This design comes from an exercise in tuning for small area, a short achievable clock period and few clock cycles per item on the open sky130 flow, not from production work. At most, simulation tests tie the RTL to the original design; equivalence was not proved. The RTL of runs 2 and 3 was laid out without a check of its function. Power is estimated from default activity; no workload was simulated.

==> flow/design.v (outline; a module is shown in full before it is edited, if it fits) <==
// module ina228_rmap: 66 lines
// module ina228_codec: 411 lines
// module ina228_field: 49 lines
// module ina228_mul: 996 lines
// module ina228_csa: 11 lines
// module ina228_fa: 4 lines
// module ina228_ha: 4 lines
module ina228_codec (
    input  wire        clk,
    input  wire        rst,           
    input  wire        in_valid,
    output wire        in_ready,
    input  wire [31:0] cmd,
    input  wire [39:0] wi,
    input  wire [79:0] vi,
    input  wire        xerr,
    input  wire [7:0]  xinfo,
    input  wire        ci_rst,
    input  wire        ci_rstacc,
    input  wire [7:0]  ci_convdly,
    input  wire        ci_tempcomp,
    input  wire        ci_adcrange,
    input  wire [3:0]  ci_mode,
    input  wire [2:0]  ci_vbusct,
    input  wire [2:0]  ci_vshct,
    input  wire [2:0]  ci_vtct,
    input  wire [2:0]  ci_avg,
    input  wire [14:0] ki_shunt_cal,
    input  wire [13:0] ki_tempco,
    input  wire [31:0] ki_cur_lsb,
    input  wire [31:0] ki_pwr_lsb,
    output wire        out_valid,
    output wire [39:0] wo,
    output wire [79:0] vo,
    output wire        co_rst,
    output wire        co_rstacc,
    output wire [7:0]  co_convdly,
    output wire        co_tempcomp,
    output wire        co_adcrange,
    output wire [3:0]  co_mode,
    output wire [2:0]  co_vbusct,
    output wire [2:0]  co_vshct,
    output wire [2:0]  co_vtct,
    output wire [2:0]  co_avg,
    output wire [14:0] fo,
    output wire        mo_cont,
    output wire        mo_temp,
    output wire        mo_shunt,
    output wire        mo_bus,
    output wire        mo_shutdown,
    output wire        do_valid,
    output wire [1:0]  do_rw,
    output wire [3:0]  do_nfields,
    output wire [5:0]  do_off,
    output wire [5:0]  do_width,
    output wire        do_sgn,
    output wire [3:0]  flt,
    output wire [7:0]  finfo
);
  // ...
==> flow/flow/run.sh <==
#!/bin/bash
# The standard layout, with two changes to how it is made:
#  - timing repair aims for more setup slack than the clock period needs
#    (SETUP_SLACK_MARGIN), so that it shortens the critical paths;
#  - every port still gets a buffer from buffer_ports, but a plain buf_2
#    instead of the slower and larger cell it picks by default.
# The constraints (constraint.sdc) are not changed.
set -euo pipefail
MARGIN=$(cat flow/margin.txt)
bash standard.sh SETUP_SLACK_MARGIN="$MARGIN" \
    BUFFER_PORTS_ARGS="-buffer_cell sky130_fd_sc_hd__buf_2" finish > standard.log 2>&1
==> flow/flow/margin.txt <==
9.3
==> flow/standard.sh <==
#!/bin/bash
# synth_recipe.tcl (not shown) runs the flow's synth.tcl, then flattens the netlist and writes it again
# the make line also repeats each setting of config.mk as NAME=value (left out here)
make -C /OpenROAD-flow-scripts/flow DESIGN_CONFIG=/design/flow/config.mk WORK_HOME=/design/flow/orfs CLKGATE_MAP_FILE= SYNTH_SCRIPT=/design/flow/synth_recipe.tcl "${@:-finish}"
==> flow/config.mk <==
export PLATFORM = sky130hd
export DESIGN_NAME = ina228_codec
export DESIGN_NICKNAME = ina228_codec
export VERILOG_FILES = /design/flow/design.v
export SDC_FILE = /design/flow/constraint.sdc
export NUM_CORES = 4
export LEC_CHECK = 0
export CAP_MARGIN = 20
export CORE_MARGIN = 2
export CORE_UTILIZATION = 40
export SLEW_MARGIN = 20
==> flow/constraint.sdc <==
create_clock -name core_clock -period 14.0 [get_ports {clk}]
set_input_delay 2.8000 -clock core_clock [delete_from_list [all_inputs] [get_ports {clk}]]
set_output_delay 2.8000 -clock core_clock [all_outputs]
set_load 0.01 [all_outputs]
==> impl_metrics.json, run 1 <==
{
  "stdcell_area_um2": 57500,
  "synthXorXnorAreaFrac_pct": 8.936,
  "post-synth-top-area-cell": "fa_1",
  "worst-path-buf-inv": 5,
  "clock_buffers": 72,
  "vdd_drop_max_v": 0.0001152,
  "die_area_um2": 124600,
  "ys_ff_latch": 507,
  "status": "timing/DRC/antenna clean",
  "pwr-share-clk_pct": 22.6,
  "synth_common_cells": "nand2_1, a22oi_1, clkbuf_1, fa_1, dfxtp_1",
  "fin_worst_skew_ps": 33.12,
  "cts_hold_buf": 0,
  "startpoint": "r1_d[9]",
  "synth_top_cell_area_share_pct": 16.40,
  "area.growth.synth_to_final_pct": 18.04,
  "placementRows": 128,
  "max_cap_violations": 0,
  "grt_setup_unrepaired": "true",
  "drt-wirelength-per-cell_um": 35.65,
  "powerSeq_mw": 2.08,
  "largest_register_ffs": 80,
  "start_kind": "register",
  "drtIter0Drc": 6956,
  "met3_length_mm": 35.48,
  "via_count": 49180,
  "hold_path_depth": 0,
  "synthAdderAreaFrac_pct": 20.48,
  "crit_type": "register to register",
  "nMultiInputCombCells": 4048,
  "grt_pass1_vias": 47460,
  "clk_latency_ps": 710,
  "worstHoldStart": "r1_post",
  "reg_top3": "r3_vo: 80 flops, r2_s: 57 flops, r2_c: 56 flops",
  "pin_count": 487,
  "drt-pass1-iter-count": 10
}
Testbench counts, summed over its fixed seeds: cycles 28,121, items 24,000.
==> module ina228_codec, before the edit <==
module ina228_codec (
    input  wire        clk,
    input  wire        rst,           
    input  wire        in_valid,
    output wire        in_ready,
    input  wire [31:0] cmd,
    input  wire [39:0] wi,
    input  wire [79:0] vi,
    input  wire        xerr,
    input  wire [7:0]  xinfo,
    input  wire        ci_rst,
    input  wire        ci_rstacc,
    input  wire [7:0]  ci_convdly,
    input  wire        ci_tempcomp,
    input  wire        ci_adcrange,
    input  wire [3:0]  ci_mode,
    input  wire [2:0]  ci_vbusct,
    input  wire [2:0]  ci_vshct,
    input  wire [2:0]  ci_vtct,
    input  wire [2:0]  ci_avg,
    input  wire [14:0] ki_shunt_cal,
    input  wire [13:0] ki_tempco,
    input  wire [31:0] ki_cur_lsb,
    input  wire [31:0] ki_pwr_lsb,
    output wire        out_valid,
    output wire [39:0] wo,
    output wire [79:0] vo,
    output wire        co_rst,
    output wire        co_rstacc,
    output wire [7:0]  co_convdly,
    output wire        co_tempcomp,
    output wire        co_adcrange,
    output wire [3:0]  co_mode,
    output wire [2:0]  co_vbusct,
    output wire [2:0]  co_vshct,
    output wire [2:0]  co_vtct,
    output wire [2:0]  co_avg,
    output wire [14:0] fo,
    output wire        mo_cont,
    output wire        mo_temp,
    output wire        mo_shunt,
    output wire        mo_bus,
    output wire        mo_shutdown,
    output wire        do_valid,
    output wire [1:0]  do_rw,
    output wire [3:0]  do_nfields,
    output wire [5:0]  do_off,
    output wire [5:0]  do_width,
    output wire        do_sgn,
    output wire [3:0]  flt,
    output wire [7:0]  finfo
);
    localparam [5:0] OP_NOP     = 6'h00, OP_UNPACK  = 6'h01, OP_PACK    = 6'h02,
                     OP_RMAP    = 6'h03, OP_UNPACKR = 6'h04, OP_PACKR   = 6'h05,
                     OP_ENCCFG  = 6'h08, OP_ENCADC  = 6'h09, OP_DECCFG  = 6'h0A,
                     OP_DECADC  = 6'h0B, OP_MUXSEL  = 6'h0C, OP_CTSEL   = 6'h0D,
                     OP_AVGSEL  = 6'h0E, OP_RNGSEL  = 6'h0F, OP_SETCAL  = 6'h10,
                     OP_CLRCAL  = 6'h11, OP_SETCTL  = 6'h12, OP_ENCCAL  = 6'h13,
                     OP_ENCTCO  = 6'h14, OP_RDCTX   = 6'h15, OP_DECVSH  = 6'h18,
                     OP_DECVBUS = 6'h19, OP_DECTEMP = 6'h1A, OP_DECCUR  = 6'h1B,
                     OP_DECPWR  = 6'h1C, OP_DECENG  = 6'h1D, OP_DECCHG  = 6'h1E,
                     OP_DECFLG  = 6'h20, OP_ENCALRT = 6'h21, OP_MASKALRT = 6'h22,
                     OP_ENCTHR  = 6'h23, OP_DECTHR  = 6'h24;
    localparam [2:0] F_NONE = 3'd0, F_RANGE = 3'd1, F_TRANSPORT = 3'd2, F_STALE = 3'd3,
                     F_ILLEGAL = 3'd4, F_BADDESC = 3'd5, F_BADADDR = 3'd6;
    reg        ctl_strict;
    reg        cal_valid;
    reg [14:0] cal_shunt_cal;
    reg [13:0] cal_tempco;
    reg [31:0] cal_cur_lsb;
    reg [31:0] cal_pwr_lsb;
    reg        bubble;           
    assign in_ready = !bubble;
    wire accept = in_valid && !bubble;
    reg [38:0] r1_dig;
    reg [31:0] r1_b;
    reg [24:0] r1_x;
    reg [31:0] r1_cmd;
    reg [14:0] r1_d;
    reg [3:0]  r1_nf;
    reg        r1_fv, r1_byp, r1_xerr, r1_post, r1_v;
    reg [7:0]  r1_xinfo;
    wire [5:0] r1_op = r1_cmd[31:26];
    wire [5:0] op  = cmd[31:26];
    wire [7:0] imm = cmd[7:0];
    wire g0 = (op[5:3] == 3'b000);       
    wire g1 = (op[5:3] == 3'b001);       
    wire g2 = (op[5:3] == 3'b010);       
    wire g3 = (op[5:3] == 3'b011);       
    wire g4 = op[5];                     
    wire [7:0] o8;                       
    genvar gj;
    generate
        for (gj = 0; gj < 8; gj = gj + 1) begin : g_o8
            assign o8[gj] = (op[2:0] == gj);
        end
    endgenerate
    wire two_pass = g3 && (o8[5] || o8[6]);
    wire z25 = (cmd[25:0] == 26'd0);
    wire setcal = accept && (op == OP_SETCAL) && z25;
    wire clrcal = accept && (op == OP_CLRCAL) && z25;
    wire setctl = accept && (op == OP_SETCTL) && (cmd[25:1] == 25'd0);
    always @(posedge clk) begin
        if (rst) begin
            ctl_strict <= 1'b1;
            cal_valid  <= 1'b0;
        end else begin
            if (setcal) cal_valid  <= 1'b1;
            if (clrcal) cal_valid  <= 1'b0;
            if (setctl) ctl_strict <= cmd[0];
        end
    end
    always @(posedge clk) begin
        if (setcal && !rst) begin
            cal_shunt_cal <= ki_shunt_cal;
            cal_tempco    <= ki_tempco;
            cal_cur_lsb   <= ki_cur_lsb;
            cal_pwr_lsb   <= ki_pwr_lsb;
        end
    end
    reg [12:0] ct_us;
    always @(*) begin
        case (imm[2:0])
            3'd0: ct_us = 13'd50;
            3'd1: ct_us = 13'd84;
            3'd2: ct_us = 13'd150;
            3'd3: ct_us = 13'd280;
            3'd4: ct_us = 13'd540;
            3'd5: ct_us = 13'd1052;
            3'd6: ct_us = 13'd2074;
            default: ct_us = 13'd4120;
        endcase
    end
    reg [10:0] avg_n;
    always @(*) begin
        case (imm[2:0])
            3'd0: avg_n = 11'd1;
            3'd1: avg_n = 11'd4;
            3'd2: avg_n = 11'd16;
            3'd3: avg_n = 11'd64;
            3'd4: avg_n = 11'd128;
            3'd5: avg_n = 11'd256;
            3'd6: avg_n = 11'd512;
            default: avg_n = 11'd1024;
        endcase
    end
    wire       rm_mapped, rm_fvalid, rm_sgn;
    wire [1:0] rm_rw;
    wire [3:0] rm_nfields;
    wire [5:0] rm_off, rm_width;
    ina228_rmap u_rmap (
        .addr(cmd[23:16]), .idx(cmd[3:0]),
        .mapped(rm_mapped), .rw(rm_rw), .nfields(rm_nfields), .fvalid(rm_fvalid),
        .off(rm_off), .width(rm_width), .sgn(rm_sgn)
    );
    wire use_cmd = (op == OP_UNPACK) || (op == OP_PACK);
    wire use_thr = (op == OP_ENCTHR) || (op == OP_DECTHR);
    wire [14:0] d_nxt = use_cmd ? {cmd[25:24], cmd[15], cmd[13:8], cmd[5:0]} :
                        use_thr ? {2'd0, 1'b0, 6'd16, 6'd0} :
                                  {rm_rw, rm_sgn, rm_width, rm_off};
    wire byp_nxt = g0 || (g4 && op[1] && op[0]);
    reg [24:0] a_nxt;
    always @(*) begin
        a_nxt = 25'd0;
        if (!g3)
            a_nxt = 25'd1;
        else begin
            if (o8[0] || o8[3]) a_nxt = a_nxt | {{5{wi[23]}}, wi[23:4]};
            if (o8[1])          a_nxt = a_nxt | {5'd0, wi[23:4]};
            if (o8[2])          a_nxt = a_nxt | {{9{wi[15]}}, wi[15:0]};
            if (o8[4] || o8[6]) a_nxt = a_nxt | {1'b0, wi[23:0]};
            if (o8[5])          a_nxt = a_nxt | {1'b0, wi[19:0], 4'b0000};
        end
    end
    wire [24:0] a_opnd = bubble ? r1_x[24:0] : a_nxt;
    wire [26:0] a_ext  = {a_opnd[24], a_opnd, 1'b0};
    wire [38:0] a_dig;               
    genvar gi;
    generate
        for (gi = 0; gi < 13; gi = gi + 1) begin : g_booth
            wire [2:0] tri3 = a_ext[2*gi+2:2*gi];
            assign a_dig[26+gi] = tri3[2];
            assign a_dig[13+gi] = (tri3 == 3'b100) || (tri3 == 3'b011);
            assign a_dig[gi]    = tri3[1] ^ tri3[0];
        end
    endgenerate
    wire [38:0] dig_nxt = (byp_nxt && !bubble) ? {14'd0, g4 ? 25'd0 : wi[24:0]} : a_dig;
    reg [31:0] b_nxt;
    always @(*) begin
        b_nxt = 32'd0;
        if (bubble)
            b_nxt = (r1_op[0] ? cal_pwr_lsb : cal_cur_lsb);    
        else begin
            if (g0)
                b_nxt = {vi[16:0], wi[39:25]};
            if (g1) begin
                if (o8[0]) b_nxt = b_nxt | {16'd0, ci_rst, ci_rstacc, ci_convdly, ci_tempcomp,
                                            ci_adcrange, 4'b0000};
                if (o8[1]) b_nxt = b_nxt | {16'd0, ci_mode, ci_vbusct, ci_vshct, ci_vtct, ci_avg};
                if (o8[2] || o8[3]) b_nxt = b_nxt | {16'd0, wi[15:0]};
                if (o8[4]) b_nxt = b_nxt | {27'd0, imm[2:0] == 3'd0, imm[3:0]};
                if (o8[5]) b_nxt = b_nxt | {19'd0, ct_us};
                if (o8[6]) b_nxt = b_nxt | {21'd0, avg_n};
                if (o8[7]) b_nxt = b_nxt | (imm[0] ? 32'd10 : 32'd40);
            end
            if (g2) begin
                if (o8[3] || (o8[5] && imm[2:0] == 3'd0)) b_nxt = b_nxt | {17'd0, cal_shunt_cal};
                if (o8[4] || (o8[5] && imm[2:0] == 3'd1)) b_nxt = b_nxt | {18'd0, cal_tempco};
                if (o8[5] && imm[2:0] == 3'd2) b_nxt = b_nxt | cal_cur_lsb;
                if (o8[5] && imm[2:0] == 3'd3) b_nxt = b_nxt | cal_pwr_lsb;
                if (o8[5] && imm[2])           b_nxt = b_nxt | {30'd0, ctl_strict, cal_valid};
            end
            if (g3) begin
                if (o8[0])          b_nxt = b_nxt | (imm[0] ? 32'd10 : 32'd40);
                if (o8[1] || o8[2]) b_nxt = b_nxt | 32'd25;
                if (o8[3] || o8[6]) b_nxt = b_nxt | cal_cur_lsb;
                if (o8[4] || o8[5]) b_nxt = b_nxt | cal_pwr_lsb;
            end
            if (g4) begin
                if (o8[0] || o8[4]) b_nxt = b_nxt | {16'd0, wi[15:0]};
                if (o8[1])          b_nxt = b_nxt | {16'd0, imm[3:0], 12'h000};
                if (o8[2])          b_nxt = b_nxt | {16'd0, wi[15:12], 12'h000};
                if (o8[3])          b_nxt = b_nxt | {vi[16:0], 15'd0};
            end
        end
    end
    wire vi_hiz = (vi[79:40] == 40'd0);
    wire vi_hio = (vi[79:40] == {40{1'b1}});
    wire [24:0] x_nxt = (g3 && o8[5]) ? {5'd0, wi[39:20]} :
                        (g3 && o8[6]) ? {{9{wi[39]}}, wi[39:24]} :
                        {vi_hio, vi_hiz, vi[39:17]};
    always @(posedge clk) begin
        r1_dig   <= dig_nxt;
        r1_b     <= b_nxt;
        r1_x     <= x_nxt;
        r1_cmd   <= cmd;
        r1_d     <= d_nxt;
        r1_nf    <= rm_nfields;
        r1_fv    <= rm_fvalid;
        r1_byp   <= byp_nxt && !bubble;
        r1_xerr  <= xerr;
        r1_xinfo <= xinfo;
        r1_post  <= bubble;
        r1_v     <= (bubble || (accept && !two_pass)) && !rst;
        bubble   <= accept && two_pass && !rst;
    end
    wire [5:0] b_op = r1_op;
    wire [31:0] b_opnd = r1_b & {32{!r1_byp}};
    wire [56:0] m_s, m_c;
    ina228_mul u_mul (
        .b(b_opnd), .neg(r1_dig[38:26]), .two(r1_dig[25:13]), .one(r1_dig[12:0]),
        .s(m_s), .c(m_c)
    );
    wire [1:0] f_rw    = r1_cmd[25:24];
    wire [5:0] f_width = r1_cmd[13:8];
    wire [5:0] f_off   = r1_cmd[5:0];
    wire [7:0] a_addr  = r1_cmd[23:16];
    wire [7:0] b_imm   = r1_cmd[7:0];
    reg legal;
    always @(*) begin
        case (b_op)
            OP_NOP, OP_ENCCFG, OP_ENCADC, OP_DECCFG, OP_DECADC, OP_SETCAL, OP_CLRCAL,
            OP_ENCCAL, OP_ENCTCO, OP_DECVBUS, OP_DECTEMP, OP_DECCUR, OP_DECPWR,
            OP_DECENG, OP_DECCHG, OP_DECFLG, OP_MASKALRT:
                legal = (r1_cmd[25:0] == 26'd0);
            OP_UNPACK, OP_PACK:
                legal = (r1_cmd[23:16] == 8'd0) && !r1_cmd[14] && (r1_cmd[7:6] == 2'd0);
            OP_RMAP, OP_UNPACKR, OP_PACKR:
                legal = (r1_cmd[25:24] == 2'd0) && (r1_cmd[15:4] == 12'd0);
            OP_ENCTHR, OP_DECTHR:
                legal = (r1_cmd[25:24] == 2'd0) && (r1_cmd[15:0] == 16'd0);
            OP_MUXSEL, OP_ENCALRT:
                legal = (r1_cmd[25:4] == 22'd0);
            OP_CTSEL, OP_AVGSEL:
                legal = (r1_cmd[25:3] == 23'd0);
            OP_RDCTX:
                legal = (r1_cmd[25:3] == 23'd0) && (r1_cmd[2:0] <= 3'd4);
            OP_RNGSEL, OP_SETCTL, OP_DECVSH:
                legal = (r1_cmd[25:1] == 25'd0);
            default:
                legal = 1'b0;
        endcase
    end
    wire thr_addr = (a_addr >= 8'h0C) && (a_addr <= 8'h11);
    wire use_map  = (b_op == OP_UNPACKR) || (b_op == OP_PACKR);
    wire b_thr    = (b_op == OP_ENCTHR) || (b_op == OP_DECTHR);
    reg [6:0] f_bits;
    always @(*) begin
        case (f_rw)
            2'd0:    f_bits = 7'd16;
            2'd1:    f_bits = 7'd24;
            default: f_bits = 7'd40;
        endcase
    end
    wire desc_legal = (f_rw != 2'd3) && (f_width != 6'd0) && (f_width <= 6'd40) &&
                      ({1'b0, f_off} + {1'b0, f_width} <= f_bits);
    reg uses_wi;
    always @(*) begin
        case (b_op)
            OP_UNPACK, OP_PACK, OP_UNPACKR, OP_PACKR, OP_DECCFG, OP_DECADC, OP_DECVSH,
            OP_DECVBUS, OP_DECTEMP, OP_DECCUR, OP_DECPWR, OP_DECENG, OP_DECCHG,
            OP_DECFLG, OP_MASKALRT, OP_DECTHR:
                uses_wi = 1'b1;
            default:
                uses_wi = 1'b0;
        endcase
    end
    wire uses_desc = (b_op == OP_UNPACK) || (b_op == OP_PACK);
    wire uses_addr = use_map || b_thr;
    wire addr_ok   = use_map ? r1_fv : thr_addr;
    wire needs_cal = (b_op == OP_DECCUR) || (b_op == OP_DECPWR) || (b_op == OP_DECENG) ||
                     (b_op == OP_DECCHG) || (b_op == OP_ENCCAL) || (b_op == OP_ENCTCO) ||
                     ((b_op == OP_RDCTX) && (b_imm[2:0] <= 3'd3));
    wire is_pack   = (b_op == OP_PACK) || (b_op == OP_PACKR) || (b_op == OP_ENCTHR);
    wire is_unpack = (b_op == OP_UNPACK) || (b_op == OP_UNPACKR);
    wire [1:0] d_rw    = r1_d[14:13];
    wire       d_sgn   = r1_d[12];
    wire [5:0] d_width = r1_d[11:6];
    wire [5:0] d_off   = r1_d[5:0];
    wire [39:0] c_word = {r1_b[14:0], r1_dig[24:0]};
    wire [39:0] c_val  = {r1_x[22:0], r1_b[31:15]};
    wire        c_hiz  = r1_x[23];
    wire        c_hio  = r1_x[24];
    wire [40:0] u_value;
    wire [39:0] p_word;
    wire        in_range;
    ina228_field u_field (
        .word(c_word), .val(c_val), .hiz(c_hiz), .hio(c_hio),
        .rw(d_rw), .sgn(d_sgn), .w(d_width), .off(d_off), .pack(is_pack),
        .uword(u_value), .pword(p_word), .in_range(in_range)
    );
    wire [19:0] rmap_word = {r1_fv, d_rw, r1_nf, d_off, d_width, d_sgn};
    wire [40:0] byp_val = is_unpack ? u_value :
                          is_pack   ? {1'b0, p_word} : {21'd0, rmap_word};
    reg [2:0] n_flt;
    reg [7:0] n_finfo;
    always @(*) begin
        n_flt   = F_NONE;
        n_finfo = 8'd0;
        if (!legal) begin
            n_flt = F_ILLEGAL;  n_finfo = {2'b00, b_op};
        end else if (uses_desc && !desc_legal) begin
            n_flt = F_BADDESC;
        end else if (uses_addr && !addr_ok) begin
            n_flt = F_BADADDR;  n_finfo = a_addr;
        end else if (uses_wi && r1_xerr) begin
            n_flt = F_TRANSPORT; n_finfo = r1_xinfo;
        end else if (needs_cal && !cal_valid) begin
            n_flt = F_STALE;
        end else if (is_pack && !in_range && ctl_strict) begin
            n_flt = F_RANGE;    n_finfo = {2'b00, d_width};
        end
    end
    reg [56:0] r2_s, r2_c;
    reg [40:0] r2_byp;
    reg [7:0]  r2_finfo;
    reg [2:0]  r2_flt;
    reg        r2_fault, r2_post, r2_v;
    always @(posedge clk) begin
        r2_s     <= m_s;
        r2_c     <= m_c;
        r2_byp   <= r1_byp ? byp_val : 41'd0;
        r2_finfo <= n_finfo;
        r2_flt   <= n_flt;
        r2_fault <= (n_flt != F_NONE) && !r1_post;
        r2_post  <= r1_post;
        r2_v     <= r1_v && !rst;
    end
    reg [79:0] r3_vo;
    reg [2:0]  r3_flt;
    reg        r3_v;
    wire [56:0] z = ({57{r2_post}} & {r3_vo[79], r3_vo[79:24]}) | {{16{r2_byp[40]}}, r2_byp};
    wire [56:0] k_s, k_c;
    ina228_csa #(.W(57)) u_csa (.x(r2_s), .y(r2_c), .z(z), .s(k_s), .c(k_c));
    wire [56:0] y = k_s + {k_c[55:0], 1'b0};
    wire [79:0] y80  = {{23{y[56]}}, y};
    wire [79:0] c_vo = r2_post ? {y80[55:0], r3_vo[23:0]} : y80;
    always @(posedge clk) begin
        r3_vo[79:8] <= c_vo[79:8];
        r3_vo[7:0]  <= r2_fault ? r2_finfo : c_vo[7:0];
        r3_flt      <= r2_post ? r3_flt : r2_flt;
        r3_v        <= r2_v && !rst;
    end
    assign out_valid   = r3_v;
    assign vo          = r3_vo;
    assign wo          = r3_vo[39:0];
    assign flt         = {1'b0, r3_flt};
    assign finfo       = r3_vo[7:0];
    assign co_rst      = 1'b0;
    assign co_rstacc   = 1'b0;
    assign co_convdly  = r3_vo[13:6];
    assign co_tempcomp = r3_vo[5];
    assign co_adcrange = r3_vo[4];
    assign co_mode     = r3_vo[15:12];
    assign co_vbusct   = r3_vo[11:9];
    assign co_vshct    = r3_vo[8:6];
    assign co_vtct     = r3_vo[5:3];
    assign co_avg      = r3_vo[2:0];
    assign fo          = {r3_vo[15:9], r3_vo[7:0]};
    assign mo_bus      = r3_vo[0];
    assign mo_shunt    = r3_vo[1];
    assign mo_temp     = r3_vo[2];
    assign mo_cont     = r3_vo[3];
    assign mo_shutdown = r3_vo[4];
    assign do_sgn      = r3_vo[0];
    assign do_width    = r3_vo[6:1];
    assign do_off      = r3_vo[12:7];
    assign do_nfields  = r3_vo[16:13];
    assign do_rw       = r3_vo[18:17];
    assign do_valid    = r3_vo[19];
endmodule
==> run 2: changes to the inputs <==
--- a/flow/design.v
+++ b/flow/design.v
@@ -140,26 +140,5 @@
     wire accept = in_valid && !bubble;
-    reg [38:0] r1_dig;
-    reg [31:0] r1_b;
-    reg [24:0] r1_x;
-    reg [31:0] r1_cmd;
-    reg [14:0] r1_d;
-    reg [3:0]  r1_nf;
-    reg        r1_fv, r1_byp, r1_xerr, r1_post, r1_v;
-    reg [7:0]  r1_xinfo;
-    wire [5:0] r1_op = r1_cmd[31:26];
     wire [5:0] op  = cmd[31:26];
     wire [7:0] imm = cmd[7:0];
-    wire g0 = (op[5:3] == 3'b000);       
-    wire g1 = (op[5:3] == 3'b001);       
-    wire g2 = (op[5:3] == 3'b010);       
-    wire g3 = (op[5:3] == 3'b011);       
-    wire g4 = op[5];                     
-    wire [7:0] o8;                       
-    genvar gj;
-    generate
-        for (gj = 0; gj < 8; gj = gj + 1) begin : g_o8
-            assign o8[gj] = (op[2:0] == gj);
-        end
-    endgenerate
-    wire two_pass = g3 && (o8[5] || o8[6]);
+    wire two_pass = (op == OP_DECENG) || (op == OP_DECCHG);
     wire z25 = (cmd[25:0] == 26'd0);
@@ -226,15 +205,15 @@
                                   {rm_rw, rm_sgn, rm_width, rm_off};
-    wire byp_nxt = g0 || (g4 && op[1] && op[0]);
+    wire byp_nxt = (op == OP_UNPACK) || (op == OP_UNPACKR) || (op == OP_PACK) ||
+                   (op == OP_PACKR) || (op == OP_ENCTHR) || (op == OP_RMAP);
+    wire [39:0] f_word = (op == OP_ENCTHR) ? 40'd0 : wi;
     reg [24:0] a_nxt;
     always @(*) begin
-        a_nxt = 25'd0;
-        if (!g3)
-            a_nxt = 25'd1;
-        else begin
-            if (o8[0] || o8[3]) a_nxt = a_nxt | {{5{wi[23]}}, wi[23:4]};
-            if (o8[1])          a_nxt = a_nxt | {5'd0, wi[23:4]};
-            if (o8[2])          a_nxt = a_nxt | {{9{wi[15]}}, wi[15:0]};
-            if (o8[4] || o8[6]) a_nxt = a_nxt | {1'b0, wi[23:0]};
-            if (o8[5])          a_nxt = a_nxt | {1'b0, wi[19:0], 4'b0000};
-        end
+        case (op)
+            OP_DECVSH, OP_DECCUR: a_nxt = {{5{wi[23]}}, wi[23:4]};
+            OP_DECVBUS:           a_nxt = {5'd0, wi[23:4]};
+            OP_DECTEMP:           a_nxt = {{9{wi[15]}}, wi[15:0]};
+            OP_DECPWR, OP_DECCHG: a_nxt = {1'b0, wi[23:0]};
+            OP_DECENG:            a_nxt = {1'b0, wi[19:0], 4'b0000};
+            default:              a_nxt = 25'd1;
+        endcase
     end
@@ -252,41 +231,39 @@
     endgenerate
-    wire [38:0] dig_nxt = (byp_nxt && !bubble) ? {14'd0, g4 ? 25'd0 : wi[24:0]} : a_dig;
+    wire [38:0] dig_nxt = (byp_nxt && !bubble) ? {14'd0, f_word[24:0]} : a_dig;
+    wire [5:0] r1_op = r1_cmd[31:26];
     reg [31:0] b_nxt;
     always @(*) begin
-        b_nxt = 32'd0;
         if (bubble)
-            b_nxt = (r1_op[0] ? cal_pwr_lsb : cal_cur_lsb);    
-        else begin
-            if (g0)
-                b_nxt = {vi[16:0], wi[39:25]};
-            if (g1) begin
-                if (o8[0]) b_nxt = b_nxt | {16'd0, ci_rst, ci_rstacc, ci_convdly, ci_tempcomp,
-                                            ci_adcrange, 4'b0000};
-                if (o8[1]) b_nxt = b_nxt | {16'd0, ci_mode, ci_vbusct, ci_vshct, ci_vtct, ci_avg};
-                if (o8[2] || o8[3]) b_nxt = b_nxt | {16'd0, wi[15:0]};
-                if (o8[4]) b_nxt = b_nxt | {27'd0, imm[2:0] == 3'd0, imm[3:0]};
-                if (o8[5]) b_nxt = b_nxt | {19'd0, ct_us};
-                if (o8[6]) b_nxt = b_nxt | {21'd0, avg_n};
-                if (o8[7]) b_nxt = b_nxt | (imm[0] ? 32'd10 : 32'd40);
-            end
-            if (g2) begin
-                if (o8[3] || (o8[5] && imm[2:0] == 3'd0)) b_nxt = b_nxt | {17'd0, cal_shunt_cal};
-                if (o8[4] || (o8[5] && imm[2:0] == 3'd1)) b_nxt = b_nxt | {18'd0, cal_tempco};
-                if (o8[5] && imm[2:0] == 3'd2) b_nxt = b_nxt | cal_cur_lsb;
-                if (o8[5] && imm[2:0] == 3'd3) b_nxt = b_nxt | cal_pwr_lsb;
-                if (o8[5] && imm[2])           b_nxt = b_nxt | {30'd0, ctl_strict, cal_valid};
-            end
-            if (g3) begin
-                if (o8[0])          b_nxt = b_nxt | (imm[0] ? 32'd10 : 32'd40);
-                if (o8[1] || o8[2]) b_nxt = b_nxt | 32'd25;
-                if (o8[3] || o8[6]) b_nxt = b_nxt | cal_cur_lsb;
-                if (o8[4] || o8[5]) b_nxt = b_nxt | cal_pwr_lsb;
-            end
-            if (g4) begin
-                if (o8[0] || o8[4]) b_nxt = b_nxt | {16'd0, wi[15:0]};
-                if (o8[1])          b_nxt = b_nxt | {16'd0, imm[3:0], 12'h000};
-                if (o8[2])          b_nxt = b_nxt | {16'd0, wi[15:12], 12'h000};
-                if (o8[3])          b_nxt = b_nxt | {vi[16:0], 15'd0};
+            b_nxt = (r1_op == OP_DECENG) ? cal_pwr_lsb : cal_cur_lsb;
+        else case (op)
+            OP_DECVSH:            b_nxt = imm[0] ? 32'd10 : 32'd40;
+            OP_DECVBUS, OP_DECTEMP: b_nxt = 32'd25;
+            OP_DECCUR, OP_DECCHG: b_nxt = cal_cur_lsb;
+            OP_DECPWR, OP_DECENG: b_nxt = cal_pwr_lsb;
+            OP_UNPACK, OP_UNPACKR, OP_PACK, OP_PACKR, OP_ENCTHR, OP_RMAP:
+                                  b_nxt = {vi[16:0], f_word[39:25]};
+            OP_DECTHR, OP_DECCFG, OP_DECADC, OP_DECFLG:
+                                  b_nxt = {16'd0, wi[15:0]};
+            OP_MASKALRT:          b_nxt = {16'd0, wi[15:12], 12'h000};
+            OP_ENCALRT:           b_nxt = {16'd0, imm[3:0], 12'h000};
+            OP_ENCCFG:            b_nxt = {16'd0, ci_rst, ci_rstacc, ci_convdly, ci_tempcomp,
+                                           ci_adcrange, 4'b0000};
+            OP_ENCADC:            b_nxt = {16'd0, ci_mode, ci_vbusct, ci_vshct, ci_vtct, ci_avg};
+            OP_MUXSEL:            b_nxt = {27'd0, imm[2:0] == 3'd0, imm[3:0]};
+            OP_CTSEL:             b_nxt = {19'd0, ct_us};
+            OP_AVGSEL:            b_nxt = {21'd0, avg_n};
+            OP_RNGSEL:            b_nxt = imm[0] ? 32'd10 : 32'd40;
+            OP_ENCCAL:            b_nxt = {17'd0, cal_shunt_cal};
+            OP_ENCTCO:            b_nxt = {18'd0, cal_tempco};
+            OP_RDCTX: begin
+                case (imm[2:0])
+                    3'd0:    b_nxt = {17'd0, cal_shunt_cal};
+                    3'd1:    b_nxt = {18'd0, cal_tempco};
+                    3'd2:    b_nxt = cal_cur_lsb;
+                    3'd3:    b_nxt = cal_pwr_lsb;
+                    default: b_nxt = {30'd0, ctl_strict, cal_valid};
+                endcase
             end
-        end
+            default:              b_nxt = 32'd0;
+        endcase
     end
@@ -294,5 +271,13 @@
     wire vi_hio = (vi[79:40] == {40{1'b1}});
-    wire [24:0] x_nxt = (g3 && o8[5]) ? {5'd0, wi[39:20]} :
-                        (g3 && o8[6]) ? {{9{wi[39]}}, wi[39:24]} :
+    wire [24:0] x_nxt = (op == OP_DECENG) ? {5'd0, wi[39:20]} :
+                        (op == OP_DECCHG) ? {{9{wi[39]}}, wi[39:24]} :
                         {vi_hio, vi_hiz, vi[39:17]};
+    reg [38:0] r1_dig;
+    reg [31:0] r1_b;
+    reg [24:0] r1_x;
+    reg [31:0] r1_cmd;
+    reg [14:0] r1_d;
+    reg [3:0]  r1_nf;
+    reg        r1_fv, r1_byp, r1_xerr, r1_post, r1_v;
+    reg [7:0]  r1_xinfo;
     always @(posedge clk) begin
@@ -437,3 +422,3 @@
     reg        r3_v;
-    wire [56:0] z = ({57{r2_post}} & {r3_vo[79], r3_vo[79:24]}) | {{16{r2_byp[40]}}, r2_byp};
+    wire [56:0] z = r2_post ? {r3_vo[79], r3_vo[79:24]} : {{16{r2_byp[40]}}, r2_byp};
     wire [56:0] k_s, k_c;
==> flow/flow/run.sh (replaced) <==
#!/bin/bash
# The standard layout, with timing repair aiming for more setup slack than
# the clock period needs (SETUP_SLACK_MARGIN), so that repair shortens the
# critical paths. The constraints (constraint.sdc) are not changed.
set -euo pipefail
MARGIN=$(cat flow/margin.txt)
bash standard.sh SETUP_SLACK_MARGIN="$MARGIN" finish > standard.log 2>&1
==> flow/flow/margin.txt (replaced) <==
9
==> impl_metrics.json, run 2 <==
{
  "multi_input_area_um2": 34200,
  "pwr-share-comb_pct": 31.5,
  "fill_cells": 11360,
  "grt_pass1_vias": 45980,
  "internal_power_mw": 3.335,
  "end_kind": "register",
  "pin_count": 487,
  "slew_headroom_pct": 14.81,
  "area.growth.synth_to_final_pct": 20.68,
  "place.gp.congestion": 1.061,
  "synth_top_cell_area_share_pct": 16.54,
  "synth_edf_count": 120,
  "routed_wl_mm": 266.9,
  "crit_fanout": 23,
  "die_area_um2": 123600,
  "final_cell_mix": "clkdlybuf4s50_1, nand2_1, a22oi_1, fa_1, dfxtp_1",
  "vias_per_cell": 6.609,
  "synth_ff_type": "dfxtp_1",
  "finalCriticalPeriod_ps": 5110,
  "post-synth-top-area-cell": "fa_1",
  "routed.top_layer": "met5",
  "via_count": 47780,
  "worstMarginPinSlew_ps": 1273,
  "vdd_drop_max_v": 0.00009219,
  "regArea_um2": 11420,
  "drt-pass1-iter-count": 9,
  "preCtsSetupSlack_ps": 6724,
  "switching_share_pct": 35.39,
  "synth_common_cells": "nand2_1, a22oi_1, fa_1",
  "netlist_instances": 5328,
  "leakagePower_nw": 21.77,
  "die_x_um": 351.5,
  "synthTopCellsByArea": "fa_1, dfxtp_1, edfxtp_1",
  "wirelength_met1_mm": 105.1,
  "ys_warn_count": 2,
  "start_util_pct": 40.32,
  "final_common_cell": "clkdlybuf4s50_1",
  "met3_length_mm": 34.37,
  "synth.avg_cell_area_um2": 9.066,
  "required_ps": 14540,
  "grt_overflow": 0,
  "dp_hpwl_mm": 192.8,
  "critical_path.most_common_cell": "buf_4",
  "ys_seq_area_share_pct": 23.50,
  "synthArstFlopShare_pct": 0,
  "htreeDepth": 2,
  "clockRootBuffer": "clkbuf_16",
  "drive_gt1_share_pct": 13.81,
  "drt-wirelength-per-cell_um": 36.92,
  "worstPathArrival_ps": 5650,
  "slew_violations": 0,
  "drc": 0,
  "p_sw_mw": 1.827,
  "status": "timing/DRC/antenna clean",
  "reg_top3": "r3_vo: 80 flops, r2_s: 57 flops, r2_c: 56 flops",
  "max_cap_violations": 0,
  "tritoncts": "done",
  "grt.total_usage_pct": 42.14,
  "placementRows": 127,
  "die_height_um": 351.5,
  "grt_pass1_wl_mm": 367.5,
  "clk_latency_ps": 690,
  "ys_types": 101,
  "wl_met2_mm": 107.7,
  "start_kind": "register",
  "cts.sinks": 507,
  "largest-register": "r3_vo",
  "nets": 6397,
  "cpMaxStageDelayCell": "or4_4",
  "fin_worst_skew_ps": 24.66,
  "seq_power_share_pct": 34.8,
  "pwr-share-clk_pct": 33.7,
  "ys_ff_latch": 507,
  "cp_cell_sequence": "buf_4 -> nand2_1 -> a311o_1 -> nand4_1 -> a2bb2oi_2 -> nor2_1 -> nor4_4 -> o2111ai_1 -> or4_4 -> buf_4 -> o211ai_4 -> buf_4 -> o211ai_2",
  "numPortBuffers": 483,
  "core_area_um2": 119800,
  "hold_path_class": "register to register",
  "final.setup.worst_slack_ps": 8890,
  "setup_viol": 0,
  "grt_setup_unrepaired": "true",
  "crit_path_max_incr_delay_ps": 670,
  "syn-cell-area_um2": 48300,
  "clk_pin_slew_ps": 70,
  "detail-route-antenna-nets": 0,
  "drtIter0Drc": 7012,
  "crit_type": "register to register",
  "cts_buffer_depth": 3,
  "tns_ps": 0,
  "grt_antenna_before_repair": 26,
  "grt_max_degree": 55,
  "cts_buffers": 59,
  "period_share_pct": 36.50,
  "largest_register_ffs": 80,
  "synth_most_common_cell": "nand2_1",
  "fmax_mhz": 195.7,
  "p_per_area_nw_per_um2": 88.54,
  "hold_viol_final": 0
}
## run 2: stage by stage
stage | std cells | util, % | power [mW] | hold WS [ps] | instance area [um2]
after floorplan | 5330 | - | 2.544 | 329.0 | 48560
after global placement | 6983 | 45.07 | 3.311 | 389.7 | 54000
after detailed placement | 6984 | 45.09 | 3.320 | 392.1 | 54020
after CTS | 7165 | 47.87 | 5.081 | 406.7 | 57360
after global routing | 7217 | 48.63 | 5.315 | 409.0 | 58260
final | 7229 | 48.65 | 5.161 | 404.7 | 58290
## run 2: worst max-delay path, delay by kind of cell, from the launching register on
kind            cells  cell delay, ps
simple gates        5            2180
compound gates      5            1610
flops               1             320
buf+inv             3             820
## run 2: cells by family after synthesis
logic type                 Yosys count  share of synthesized area [%]
other                                1                       0.007764
buffers and inverters              929                          8.320
adders and majority gates          558                          20.66
AOI/OAI and AO/OA                 1437                          21.30
and+or+nand+nor                   1154                          11.15
muxes                              245                          6.061
DFF                                507                          23.50
xor gates and xnor gates           497                          9.012
## run 2: path summary, 6_finish.rpt
path,start,endpoint,slack (ps),depth (start not counted)
max,r1_d[1],r2_byp[20],8890,13
min reg2reg,r2_flt[1],r3_flt[1],400,0
min,r2_flt[1],r3_flt[1],400,0
max reg2reg,r1_d[1],r2_byp[20],8890,13
## run 2: cell type report
class,instances,share of cell area [%]
Multi-Input combinational cell,3919,58.68
Sequential cell,507,19.58
Timing Repair Buffer,733,12.31
Tap cell,1612,3.460
Clock buffer,71,2.786
Inverter,333,2.176
Clock inverter,40,0.9444
Antenna cell,13,0.05581
Timing Repair inverter,1,0.008586
## run 2: layer usage
| layer | vias to the layer above | GRT usage, % |
|---|---|---|
| met5 | - | 0 |
| met3 | 946 | 14.12 |
| met2 | 3947 | 59.96 |
| met1 | 23480 | 55.63 |
| li1 | 19380 | - |
| met4 | 28 | 23.98 |
## run 2: power groups by stage
stage	combinational, mW	clock, mW	sequential, mW
2_1_floorplan	0.774	0	1.77
3_3_place_gp	1.49	0	1.82
3_5_place_dp	1.50	0	1.82
4_1_cts	1.53	1.76	1.79
5_1_grt	1.70	1.81	1.80
6_report	1.62	1.74	1.80
## run 2: timing repair
action / 4_1_cts / 5_1_grt
gates resized for setup: 123 / 104
cloned: 28 / 5
hold buffers: 0 / 0
pin swaps: 20 / 13
setup endpoints to repair: 312 / 231
buffers inserted: 42 / 46
==> run 3: changes to the inputs <==
==> flow/flow/run.sh (replaced) <==
#!/bin/bash
# The standard layout, with two changes to how it is made:
#  - timing repair aims for more setup slack than the clock period needs
#    (SETUP_SLACK_MARGIN), so that it shortens the critical paths;
#  - every port still gets a buffer from buffer_ports, but a plain buf_2
#    instead of the slower and larger cell it picks by default.
# The constraints (constraint.sdc) are not changed.
set -euo pipefail
MARGIN=$(cat flow/margin.txt)
bash standard.sh SETUP_SLACK_MARGIN="$MARGIN" \
    BUFFER_PORTS_ARGS="-buffer_cell sky130_fd_sc_hd__buf_2" finish > standard.log 2>&1
==> flow/flow/margin.txt (replaced) <==
9.3
==> impl_metrics.json, run 3 <==
{
  "cp_cell_sequence": "buf_4 -> buf_4 -> nor2_2 -> buf_4 -> nand2_1 -> nor3_1 -> a21oi_1 -> o22ai_1 -> a311oi_1 -> nand3_1 -> a311oi_1 -> o2111ai_1 -> or4_4 -> o211ai_4 -> buf_4 -> o211ai_2",
  "tritoncts": "done",
  "crit_fanout": 16,
  "synth_ff_type": "dfxtp_1",
  "die_height_um": 351.5,
  "cpMaxStageDelayCell": "or4_4",
  "vdd_drop_max_v": 0.0001072,
  "slew_violations": 0,
  "hold_viol_final": 0,
  "fill_cells": 11390,
  "synth_edf_count": 120,
  "largest-register": "r3_vo",
  "cts.sinks": 507,
  "grt_overflow": 0,
  "pin_count": 487,
  "reg_top3": "r3_vo: 80 flops, r2_s: 57 flops, r2_c: 56 flops",
  "via_count": 47680,
  "fin_worst_skew_ps": 39.69,
  "synthArstFlopShare_pct": 0,
  "final_cell_mix": "buf_2, nand2_1, a22oi_1, fa_1, dfxtp_1",
  "start_util_pct": 40.32,
  "synth_common_cells": "nand2_1, a22oi_1, fa_1",
  "crit_path_max_incr_delay_ps": 670,
  "grt_pass1_wl_mm": 356.9,
  "reg2reg_depth": 16,
  "placed_area_um2": 51550,
  "fin_util_pct": 47.90,
  "clk_latency_ps": 710,
  "yosys.area_share.simple_pct": 11.15,
  "finalCriticalPeriod_ps": 4713,
  "synth_top_cell_area_share_pct": 16.54,
  "synthTopCellsByArea": "fa_1, dfxtp_1, edfxtp_1",
  "hold_path_class": "register to register",
  "clk_pin_slew_ps": 70,
  "synth_compound_area_share_pct": 21.30,
  "critical_path.most_common_cell": "buf_4",
  "vias_per_cell": 6.544,
  "fmax_mhz": 212.2,
  "grt_max_degree": 55,
  "synth_most_common_cell": "nand2_1",
  "crit_type": "register to register",
  "worstHoldStart": "r2_flt[1]",
  "synthAdderAreaFrac_pct": 20.66,
  "die_area_um2": 123600,
  "power_mw": 4.979,
  "synth.avg_cell_area_um2": 9.066,
  "cts_buffer_depth": 3,
  "tns_ps": 0,
  "p_per_area_nw_per_um2": 86.76,
  "max_cap_violations": 0,
  "worst-path-buf-inv": 4,
  "slew_headroom_pct": 23.39,
  "drt-pass1-iter-count": 9,
  "ys_seq_area_share_pct": 23.50,
  "crit_family": "compound AO/OA/AOI/OAI gates",
  "dpl.cell_count": 6968,
  "place.gp.congestion": 1.070,
  "setup_viol": 0,
  "ys_ff_latch": 507,
  "area.growth.synth_to_final_pct": 18.82,
  "ff2ff_setup_slack_ps": 9290,
  "syn-cell-area_um2": 48300,
  "ys_types": 101,
  "synth.area.mux_share_pct": 6.061,
  "period_share_pct": 33.66,
  "netlist_instances": 5328,
  "grt_antenna_before_repair": 29,
  "final_common_cell": "buf_2",
  "synth_top_family_by_area": "compound AO/OA/AOI/OAI gates",
  "die_x_um": 351.5,
  "grt_pass1_vias": 45950,
  "holdWs_ps": 409.9,
  "ys_warn_count": 2,
  "synthXorXnorAreaFrac_pct": 9.012,
  "end_kind": "register",
  "core_area_um2": 119800,
  "dp_hpwl_mm": 182.3,
  "grt_setup_unrepaired": "true",
  "leakagePower_nw": 22.26,
  "worstMarginPinSlew_ps": 1149,
  "numPortBuffers": 483,
  "htreeDepth": 2,
  "drc": 0,
  "largest_register_ffs": 80,
  "drt-wirelength-per-cell_um": 35.51,
  "final.setup.worst_slack_ps": 9287,
  "post-synth-top-area-cell": "fa_1",
  "worstPathArrival_ps": 5250,
  "preCtsSetupSlack_ps": 6772,
  "r2r_start": "r1_d[3]",
  "grt.total_usage_pct": 40.66,
  "routed_wl_mm": 258.7,
  "cts_buffers": 58,
  "status": "timing/DRC/antenna clean",
  "drive_gt1_share_pct": 24.49,
  "start_kind": "register",
  "stdcell_count": 7286,
  "r2r_end": "r2_byp[26]",
  "detail-route-antenna-nets": 0,
  "drtIter0Drc": 6781,
  "hold_path_depth": 0,
  "nets": 6446,
  "clockRootBuffer": "clkbuf_16",
  "holdPathEnd": "r3_flt[1]",
  "stdcell_area_um2": 57400,
  "placementRows": 127,
  "required_ps": 14540
}
[run 3: cell type report]
cell class | count | area [um2] | area share, %
Sequential cell | 507 | 11450 | 19.95
Tap cell | 1612 | 2017 | 3.514
Multi-Input combinational cell | 3916 | 34870 | 60.76
Antenna cell | 23 | 57.56 | 0.1003
Clock buffer | 69 | 1543 | 2.688
Clock inverter | 39 | 550.5 | 0.9592
Timing Repair Buffer | 787 | 5620 | 9.792
Inverter | 333 | 1285 | 2.239
[run 3: logic make-up after synthesis]
kind of cell             count (synthesis)
buffers and inverters                  929
AND/OR/NAND/NOR                       1154
other                                    1
adder cells (fa/ha/maj)                558
XOR/XNOR                               497
flip-flops                             507
AO/OA/AOI/OAI                         1437
multiplexers                           245
[run 3: metal layers]
metal	GRT usage, %	up-vias	routed length [um]
met4	24.10	18	19060
met2	57.34	3774	104600
met3	13.87	871	32830
li1	-	19520	-
met1	53.56	23500	101800
met5	0.3140	-	438
[run 3: power by group]
part           switching, mW  internal, mW
registers              0.158          1.64
clock network          0.736         0.968
logic                  0.916         0.562
total                   1.81          3.17
[run 3: worst max-delay path by stage]
| stage | startpoint | to | slack (ps) | cells past startpoint |
|---|---|---|---|---|
| after detailed placement | r1_cmd[28] | r2_byp[11] | 6770 | 12 |
| after CTS | cmd[26] | r1_dig[20] | 9280 | 12 |
| after global routing | r2_post | r3_vo[63] | 9220 | 17 |
| after global placement | r1_cmd[28] | r2_byp[14] | 6800 | 13 |
| after floorplan | cmd[21] | cal_cur_lsb[0] | 6890 | 6 |
| final | r1_d[3] | r2_byp[26] | 9290 | 16 |
[run 3: what timing repair did]
action	in CTS	in global routing
hold buffers	0	0
setup endpoints to repair	311	198
buffers inserted	93	60
gates resized for setup	194	184
pin swaps	24	55
cloned	27	7
[run 3: worst reg2reg max path: stages (launching register included)]
cell and delay, ps:
dfxtp_2 330, buf_4 270, buf_4 340, nor2_2 60, buf_4 240, nand2_1 450
nor3_1 210, a21oi_1 220, o22ai_1 150, a311oi_1 270, nand3_1 190, a311oi_1 410
o2111ai_1 200, or4_4 670, o211ai_4 260, buf_4 220, o211ai_2 90

afterwards: timing with drivers on the ports:
The results above use ideal ports. As a check the final layouts listed here were re-extracted and re-timed, cells and wires unchanged. Step 1 (the two cells are an assumption about what drives the block):
set clk [get_ports {clk}]
set_driving_cell -lib_cell sky130_fd_sc_hd__clkbuf_16 $clk
set_driving_cell -lib_cell sky130_fd_sc_hd__buf_2 [delete_from_list [all_inputs] $clk]
Step 2 adds t to the input delays and takes it off the output delays; t is the mean of the earliest and latest rising clock arrival at the registers after step 1. Input paths then give back, and output paths get back, about the clock's delay inside the block. Three values: ideal ports, drivers, drivers and shift; two values: the first two.
run	shift t [ns]	setup WS [ns]	hold slack, ns	clock arrival spread, ns	worst slew at a driven data input, ns
run 1	0.770	9.112 / 9.112 / 8.650	0.364 / 0.364 / 0.364	0.039 / 0.039	0.10
run 2	0.754	8.890 / 8.890 / 8.286	0.405 / 0.405 / 0.405	0.026 / 0.027	0.11
run 3	0.772	9.287 / 9.287 / 8.553	0.410 / 0.410 / 0.410	0.040 / 0.040	0.08
After both steps setup and hold are still met in every run listed. For run 3, which loses most, drivers alone change the setup slack by 0.000 ns; drivers and shift together by -0.734 ns.
